Context: an optimization exercise on an open-source flow, tuned for small area, a short achievable clock period and few clock cycles. The choices shown serve that exercise and are no tape-out recipe.
Function was not checked in any run shown here: the RTL went through the layout flow alone.
Power is estimated from default activity; no workload was simulated.

<file path="design.v">
module cocovm_core (
    input  wire        clk,
    input  wire        rst,           
    input  wire        load_en,
    input  wire [7:0]  load_addr,
    input  wire [7:0]  load_data,
    input  wire        start,
    input  wire [7:0]  start_addr,
    input  wire [7:0]  mem_raddr,
    output wire [7:0]  mem_rdata,
    output wire        busy,
    output reg         halted,        
    output reg         loop_err,      
    output reg  [10:0] steps,
    output reg  [11:0] nerr_reg,
    output reg  [10:0] nerr_op,
    output reg         out_valid,
    output reg  [7:0]  out_data,
    output wire [31:0] regs,
    output wire [7:0]  pc_o,
    output wire [7:0]  ir_o,
    output wire [2:0]  flags          
);
    reg [7:0] mem [0:7][0:31];
    reg [7:0] rf  [0:3];
    reg [7:0] pc, op, opa, opb, jop, ja;
    reg       fv;
    reg       fc, fz, fs;
    reg       run;
    assign busy  = run;
    assign regs  = {rf[3], rf[2], rf[1], rf[0]};
    assign pc_o  = pc;
    assign ir_o  = op;
    assign flags = {fc, fz, fs};
    wire ex = run && fv;    
    wire known   = (op <= 8'd36);
    wire op_hlt  = (op == 8'd0);
    wire op_mov  = (op >= 8'd1)  && (op <= 8'd5);
    wire op_add  = (op >= 8'd6)  && (op <= 8'd8);
    wire op_sub  = (op >= 8'd9)  && (op <= 8'd11);
    wire op_mul  = (op >= 8'd12) && (op <= 8'd14);
    wire op_inc  = (op == 8'd15);
    wire op_dec  = (op == 8'd16);
    wire op_cmp  = (op >= 8'd17) && (op <= 8'd19);
    wire op_jmp  = (op >= 8'd20) && (op <= 8'd33);
    wire op_out  = (op == 8'd34) || (op == 8'd35);
    wire op_st   = (op == 8'd4)  || (op == 8'd5);
    wire op_alu  = op_add || op_sub || op_mul || op_inc || op_dec || op_cmp;
    reg [1:0] bmode;
    always @(*) begin
        case (op)
            8'd6, 8'd9,  8'd12, 8'd17: bmode = 2'd0;
            8'd7, 8'd10, 8'd13, 8'd18: bmode = 2'd1;
            default:                   bmode = 2'd2;
        endcase
    end
    wire       a_bad = |opa[7:2];
    wire       b_bad = |opb[7:2];
    wire [7:0] ra    = a_bad ? 8'd0 : rf[opa[1:0]];
    wire [7:0] rb    = b_bad ? 8'd0 : rf[opb[1:0]];
    wire [7:0] maddr = (op == 8'd35) ? opa : opb;
    reg  [7:0] mval;
    integer di;
    always @(*) begin
        mval = 8'd0;
        for (di = 0; di < 256; di = di + 1)
            if (maddr == di[7:0]) mval = mval | mem[di % 8][di / 8];
    end
    wire [7:0] p = ra;
    wire [7:0] q = (bmode == 2'd0) ? rb : (bmode == 2'd1) ? opb : mval;
    wire [8:0]  add_full = {1'b0, p} + {1'b0, q};
    wire [7:0]  sub_res  = p - q;
    wire        sub_c    = (p >= q);
    wire [8:0]  inc_full = {1'b0, p} + 9'd1;
    wire [7:0]  dec_res  = p - 8'd1;
    wire signed [15:0] sprod = $signed(p) * $signed(q);
    wire [7:0]  mul_res  = sprod[7:0];
    wire        mul_c    = !((sprod[15:8] == 8'h00) || ((sprod[15:8] == 8'hFF) && (sprod[7:0] != 8'h00)));
    wire        mul_z    = (p == 8'd0) || (q == 8'd0);
    reg  [7:0]  alu_r;
    reg         alu_c, alu_z;
    always @(*) begin
        alu_r = 8'd0; alu_c = 1'b0;
        if (op_add)                 begin alu_r = add_full[7:0]; alu_c = add_full[8]; end
        else if (op_sub || op_cmp)  begin alu_r = sub_res;       alu_c = sub_c;       end
        else if (op_mul)            begin alu_r = mul_res;       alu_c = mul_c;       end
        else if (op_inc)            begin alu_r = inc_full[7:0]; alu_c = inc_full[8]; end
        else if (op_dec)            begin alu_r = dec_res;       alu_c = (p != 8'd0); end
        alu_z = op_mul ? mul_z : (alu_r == 8'd0);
    end
    function jcond;
        input [7:0] o;
        input       c, z, s;
        reg   [3:0] k;
        begin
            k = (o - 8'd20) >> 1;    
            case (k)
                4'd0: jcond = 1'b1;
                4'd1: jcond = c;
                4'd2: jcond = !c;
                4'd3: jcond = z;
                4'd4: jcond = !z;
                4'd5: jcond = !z && !s;
                default: jcond = s;
            endcase
        end
    endfunction
    wire       jrel    = op[0];
    wire       jtaken  = jcond(op, fc, fz, fs);
    wire [7:0] pc_seq  = pc + 8'd3;
    wire [7:0] pc_rel  = pc + {opa[6:0], 1'b0} + opa;
    wire [7:0] jtarget = jrel ? pc_rel : ra;
    wire [7:0] npc1    = (op_jmp && jtaken) ? jtarget : pc_seq;
    wire fusable = op_alu || (op_mov && !op_st) || op_out || (op == 8'd36);
    wire jrel2   = (jop >= 8'd21) && (jop <= 8'd33) && jop[0];
    wire fuse    = fusable && jrel2 && (steps <= 11'd1022);
    wire nfc     = op_alu ? alu_c    : fc;
    wire nfz     = op_alu ? alu_z    : fz;
    wire nfs     = op_alu ? alu_r[7] : fs;
    wire       jtaken2 = jcond(jop, nfc, nfz, nfs);
    wire [7:0] pc_seq2 = pc + 8'd6;
    wire [7:0] jt2     = pc_seq + {ja[6:0], 1'b0} + ja;
    wire       pred2   = (jop == 8'd21) || ja[7];
    wire [7:0] fa2     = pred2 ? jt2 : pc_seq2;
    wire [7:0] npc2    = jtaken2 ? jt2 : pc_seq2;
    wire       mispred = fuse && (jtaken2 != pred2);
    wire [7:0] npc = fuse ? npc2 : npc1;
    reg [1:0] nreg_err;
    always @(*) begin
        nreg_err = 2'd0;
        case (op)
            8'd1:                       nreg_err = {1'b0, b_bad} + {1'b0, a_bad};
            8'd2, 8'd3:                 nreg_err = {1'b0, a_bad};
            8'd4:                       nreg_err = {1'b0, b_bad};
            8'd6, 8'd9, 8'd12:          nreg_err = {a_bad, 1'b0} + {1'b0, b_bad};
            8'd7, 8'd8, 8'd10, 8'd11,
            8'd13, 8'd14, 8'd15, 8'd16: nreg_err = {a_bad, 1'b0};
            8'd17:                      nreg_err = {1'b0, a_bad} + {1'b0, b_bad};
            8'd18, 8'd19:               nreg_err = {1'b0, a_bad};
            8'd34:                      nreg_err = {1'b0, a_bad};
            default:
                if (op_jmp && !jrel && jtaken) nreg_err = {1'b0, a_bad};
        endcase
    end
    wire       exec_wr = ex && op_st;
    wire       ram_we  = !rst && ((!run && load_en) || exec_wr);
    wire [7:0] waddr   = run ? opa : load_addr;
    wire [7:0] wdata   = run ? ((op == 8'd4) ? rb : opb) : load_data;
    genvar gj, gr;
    generate
        for (gj = 0; gj < 8; gj = gj + 1) begin : g_bank
            for (gr = 0; gr < 32; gr = gr + 1) begin : g_row
                always @(posedge clk)
                    if (ram_we && waddr == (8 * gr + gj)) mem[gj][gr] <= wdata;
            end
        end
    endgenerate
    wire [7:0] fa   = !run ? mem_raddr : !fv ? pc : fuse ? fa2 : npc1;
    wire [4:0] row  = fa[7:3];
    wire [4:0] row1 = fa[7:3] + 5'd1;
    reg  [7:0] c [0:7];
    integer fj;
    always @(*) begin
        for (fj = 0; fj < 8; fj = fj + 1)
            c[fj] = mem[fj][(fj < fa[2:0]) ? row1 : row];
    end
    reg  [7:0] f [0:4];
    integer fk;
    always @(*) begin
        for (fk = 0; fk < 5; fk = fk + 1)
            f[fk] = c[(fa[2:0] + fk) % 8];
    end
    assign mem_rdata = f[0];
    wire [7:0] wofs = opa - fa;
    reg  [7:0] n [0:4];
    integer nk;
    always @(*) begin
        for (nk = 0; nk < 5; nk = nk + 1)
            n[nk] = (exec_wr && wofs == nk) ? wdata : f[nk];
    end
    wire last = fuse ? (steps == 11'd1022) : (steps == 11'd1023);
    wire stop = op_hlt || last;
    always @(posedge clk) begin
        if (rst) begin
            run       <= 1'b0;
            fv        <= 1'b0;
            pc        <= 8'd0;
            op        <= 8'd0;
            opa       <= 8'd0;
            opb       <= 8'd0;
            jop       <= 8'd0;
            ja        <= 8'd0;
            fc        <= 1'b0;
            fz        <= 1'b0;
            fs        <= 1'b0;
            rf[0]     <= 8'd0;
            rf[1]     <= 8'd0;
            rf[2]     <= 8'd0;
            rf[3]     <= 8'd0;
            halted    <= 1'b0;
            loop_err  <= 1'b0;
            steps     <= 11'd0;
            nerr_reg  <= 12'd0;
            nerr_op   <= 11'd0;
            out_valid <= 1'b0;
            out_data  <= 8'd0;
        end else begin
            out_valid <= 1'b0;
            if (!run) begin
                if (start) begin
                    pc       <= start_addr;
                    fv       <= 1'b0;
                    steps    <= 11'd0;
                    halted   <= 1'b0;
                    loop_err <= 1'b0;
                    nerr_reg <= 12'd0;
                    nerr_op  <= 11'd0;
                    run      <= 1'b1;
                end
            end else if (!fv) begin
                op  <= n[0];
                opa <= n[1];
                opb <= n[2];
                jop <= n[3];
                ja  <= n[4];
                fv  <= 1'b1;
            end else begin
                steps    <= steps + (fuse ? 11'd2 : 11'd1);
                nerr_reg <= nerr_reg + {10'd0, nreg_err};
                pc       <= npc;
                if (stop) begin
                    halted   <= 1'b1;
                    loop_err <= !op_hlt;
                    run      <= 1'b0;
                    if (fuse) op <= jop;
                end else begin
                    op  <= n[0];
                    opa <= n[1];
                    opb <= n[2];
                    jop <= n[3];
                    ja  <= n[4];
                    fv  <= !mispred;
                end
                if (!known)
                    nerr_op <= nerr_op + 11'd1;
                if (op_mov) begin
                    if (op == 8'd1 && !a_bad) rf[opa[1:0]] <= rb;
                    if (op == 8'd2 && !a_bad) rf[opa[1:0]] <= opb;
                    if (op == 8'd3 && !a_bad) rf[opa[1:0]] <= mval;
                end
                if (op_alu) begin
                    if (!op_cmp && !a_bad) rf[opa[1:0]] <= alu_r;
                    fc <= alu_c;
                    fz <= alu_z;
                    fs <= alu_r[7];
                end
                if (op_out) begin
                    out_valid <= 1'b1;
                    out_data  <= (op == 8'd34) ? ra : mval;
                end
            end
        end
    end
endmodule
</file>
<file path="run.sh">
#!/bin/bash
# synth_recipe.tcl (not shown) runs the flow's synth.tcl, then flattens the netlist and writes it again
# the make line also repeats each setting of config.mk as NAME=value (left out here)
make -C /OpenROAD-flow-scripts/flow DESIGN_CONFIG=/design/flow/config.mk WORK_HOME=/design/flow/orfs CLKGATE_MAP_FILE= SYNTH_SCRIPT=/design/flow/synth_recipe.tcl finish
</file>
<file path="config.mk">
export PLATFORM = sky130hd
export DESIGN_NAME = cocovm_core
export DESIGN_NICKNAME = cocovm_core
export VERILOG_FILES = /design/flow/design.v
export SDC_FILE = /design/flow/constraint.sdc
export NUM_CORES = 4
export LEC_CHECK = 0
export CAP_MARGIN = 20
export CORE_MARGIN = 2
export CORE_UTILIZATION = 25
export PLACE_DENSITY = 0.5
export SLEW_MARGIN = 20
</file>
<file path="constraint.sdc">
create_clock -name core_clock -period 16.0 [get_ports {clk}]
set_input_delay 3.2000 -clock core_clock [delete_from_list [all_inputs] [get_ports {clk}]]
set_output_delay 3.2000 -clock core_clock [all_outputs]
set_load 0.01 [all_outputs]
</file>
==> impl_metrics.toml, run 1 <==
[floorplan]
rows = 250
die_h_um = 686
die_x_um = 686
initial_core_util_pct = 25.1
num_io_pins = 141

[clock_tree]
clock-root-buffer = "clkbuf_16"
clock_path_buffers = 4
cts_resized = 0
cts.sinks = 2184
cts_buffers = 275
post-cts-setup-buffer-count = 0
htree_levels = 5
cts_hold_buf = 0

[global_route]
grt_max_degree = 106
grt.overflow.total = 849
grtUsageTotal_pct = 76.4
grt_pass1_wl_um = 2280000
grt_pass1_vias = 146000

[logic_synthesis]
ys_ff_latch = 2184
synth.distinct_cells = 120
netlist_instances = 10000
synth_edf_count = 2080
ys_warn_count = 5
syn_area_per_cell_um2 = 11.6
syn_area_mm2 = 0.116
syn-num-nets = 10300
ys_seq_area_share_pct = 55.6
synthArstFlopShare_pct = 0
ys.flop_type = "edfxtp_1"

[placement]
dpl.cell_count = 17000
dp_hpwl_um = 1360000
numPortBuffers = 140
place_congestion = 1.43
place_area_mm2 = 0.135

[run_status]
stop_stage = "global routing"
outcome = "stopped before the end"
error_line = "[ERROR GRT-0116] Global routing finished with congestion. Check the congestion regions in the DRC Viewer."
==> Yosys cell counts (58+ instances only) <==
cell / instances / area share [%]
a211oi_1: 76 / 0.49
a21oi_1: 367 / 1.6
a221oi_1: 300 / 2.3
a222oi_1: 172 / 1.5
a22o_1: 383 / 2.9
a22oi_1: 876 / 5.7
a31oi_1: 99 / 0.53
a32oi_1: 94 / 0.71
and3_1: 109 / 0.59
buf_1: 73 / 0.24
buf_2: 82 / 0.35
clkbuf_1: 482 / 1.6
dfxtp_1: 104 / 1.8
edfxtp_1: 2080 / 54
fa_1: 74 / 1.3
ha_1: 108 / 1.2
inv_1: 197 / 0.64
mux2i_1: 370 / 3.2
nand2_1: 895 / 2.9
nand3_1: 447 / 1.9
nand4_1: 248 / 1.3
nor2_1: 676 / 2.2
nor3_1: 158 / 0.68
nor4_1: 89 / 0.48
o211ai_1: 58 / 0.37
o21ai_0: 242 / 1.0
o22ai_1: 63 / 0.34
==> worst min-delay path by stage <==
stage | start | to | cells past startpoint
CTS | halted | halted | 2
detailed placement | halted | halted | 2
global placement | halted | halted | 2
floorplan | fc | fc | 2
==> layer usage <==
metal	GRT overflow	GRT usage, %
met3	11	67.5
met4	341	67.4
met5	4	45.3
met2	487	85.9
met1	6	80.3
==> metrics by stage <==
| step | worst slack [ns] | total power [mW] | hold slack [ns] |
|---|---|---|---|
| after detailed placement | 1.46 | 14.1 | 0.471 |
| after CTS | 1.14 | 20.7 | 0.478 |
| after global placement | 1.17 | 14.2 | 0.477 |
| after floorplan | 3.32 | 10.0 | 0.471 |
==> logic make-up after synthesis <==
group | Yosys count | share of synthesized area (%)
AOI/OAI and AO/OA | 3274 | 21.5
xor gates and xnor gates | 67 | 0.517
adders and majority gates | 183 | 2.45
buffers and inverters | 892 | 3.15
DFF | 2184 | 55.6
muxes | 454 | 4.25
and+or+nand+nor | 2983 | 12.6
==> power by group through the flow <==
stage	combinational (mW)	sequential, mW	clock (mW)
4_1_cts	7.48	6.55	6.72
3_5_place_dp	7.46	6.67	0
2_1_floorplan	3.32	6.71	0
3_3_place_gp	7.51	6.67	0
==> run 2: changes to the inputs <==
--- a/config.mk
+++ b/config.mk
@@ -11,2 +11,3 @@
 export PLACE_DENSITY = 0.5
+export SETUP_SLACK_MARGIN = 3
 export SLEW_MARGIN = 20
==> impl_metrics.toml, run 2 <==
[floorplan]
die_x_um = 686
num_io_pins = 141
initial_core_util_pct = 25.1
die_h_um = 686
rows = 250

[clock_tree]
cts_buffers = 275
cts.sinks = 2184
htree_levels = 5
clock-root-buffer = "clkbuf_16"
clock_path_buffers = 4
cts_hold_buf = 0

[global_route]
grt_max_degree = 106
grt_pass1_wl_um = 2290000
grtUsageTotal_pct = 76.7
grt.overflow.total = 890
grt_pass1_vias = 146000

[logic_synthesis]
synth_edf_count = 2080
syn_area_per_cell_um2 = 11.6
ys.flop_type = "edfxtp_1"
synth.top_cell.area_share_pct = 53.8
netlist_instances = 10000
synth_most_common_cell = "edfxtp_1"
ys_ff_latch = 2184
ys_warn_count = 5
synthArstFlopShare_pct = 0
yosysTopAreaCell = "edfxtp_1"
ys_seq_area_share_pct = 55.6
yosys-top-cells-count = "2,080 x edfxtp_1, 895 x nand2_1, 876 x a22oi_1"
syn-num-nets = 10300
synthTopCellsByArea = "edfxtp_1 54%, a22oi_1 5.7%, mux2i_1 3.2%"
syn_area_mm2 = 0.116
synth.distinct_cells = 120

[placement]
numPortBuffers = 140
place_congestion = 1.43
dp_hpwl_um = 1360000
pre_cts_ws_ns = 1.46

[run_status]
error_line = "[ERROR GRT-0116] Global routing finished with congestion. Check the congestion regions in the DRC Viewer."
stop_stage = "global routing"
outcome = "stopped before the end"
[run 2: routing by layer]
layer	global-route usage, %	overflow
met5	45.3	0
met2	86.0	523
met3	68.0	5
met1	80.3	4
met4	68.1	358
[run 2: how the worst max path moves through the flow]
stage            startpoint      endpoint  cells past startpoint
2_1_floorplan  mem_raddr[4]  mem_rdata[7]                     30
3_3_place_gp   mem_raddr[4]  mem_rdata[4]                     24
3_5_place_dp   mem_raddr[4]  mem_rdata[4]                     24
4_1_cts        mem_raddr[3]  mem_rdata[4]                     29
[run 2: timing repair]
action                     4_1_cts
pin swaps                       30
cloned                           5
buffers inserted                34
gates resized for setup        188
setup endpoints to repair       17
[run 2: power by group through the flow]
stage / Combinational, mW / Clock, mW / Sequential, mW
after CTS: 7.61 / 6.72 / 6.55
after detailed placement: 7.46 / 0 / 6.67
after global placement: 7.51 / 0 / 6.67
after floorplan: 3.32 / 0 / 6.71
[run 2: stage by stage]
stage	utilization [%]	std cells	total power [mW]	instance area [um2]	hold WS [ns]
floorplan	-	10000	10.0	116000	0.471
global placement	29.1	16900	14.2	135000	0.477
detailed placement	29.2	17000	14.1	135000	0.471
CTS	31.5	17500	20.9	146000	0.478
[run 2: logic make-up after synthesis]
group	count (synthesis)	synth area share, %
and+or+nand+nor	2983	12.6
AOI/OAI and AO/OA	3274	21.5
muxes	454	4.25
xor gates and xnor gates	67	0.517
DFF	2184	55.6
buffers and inverters	892	3.15
adders and majority gates	183	2.45
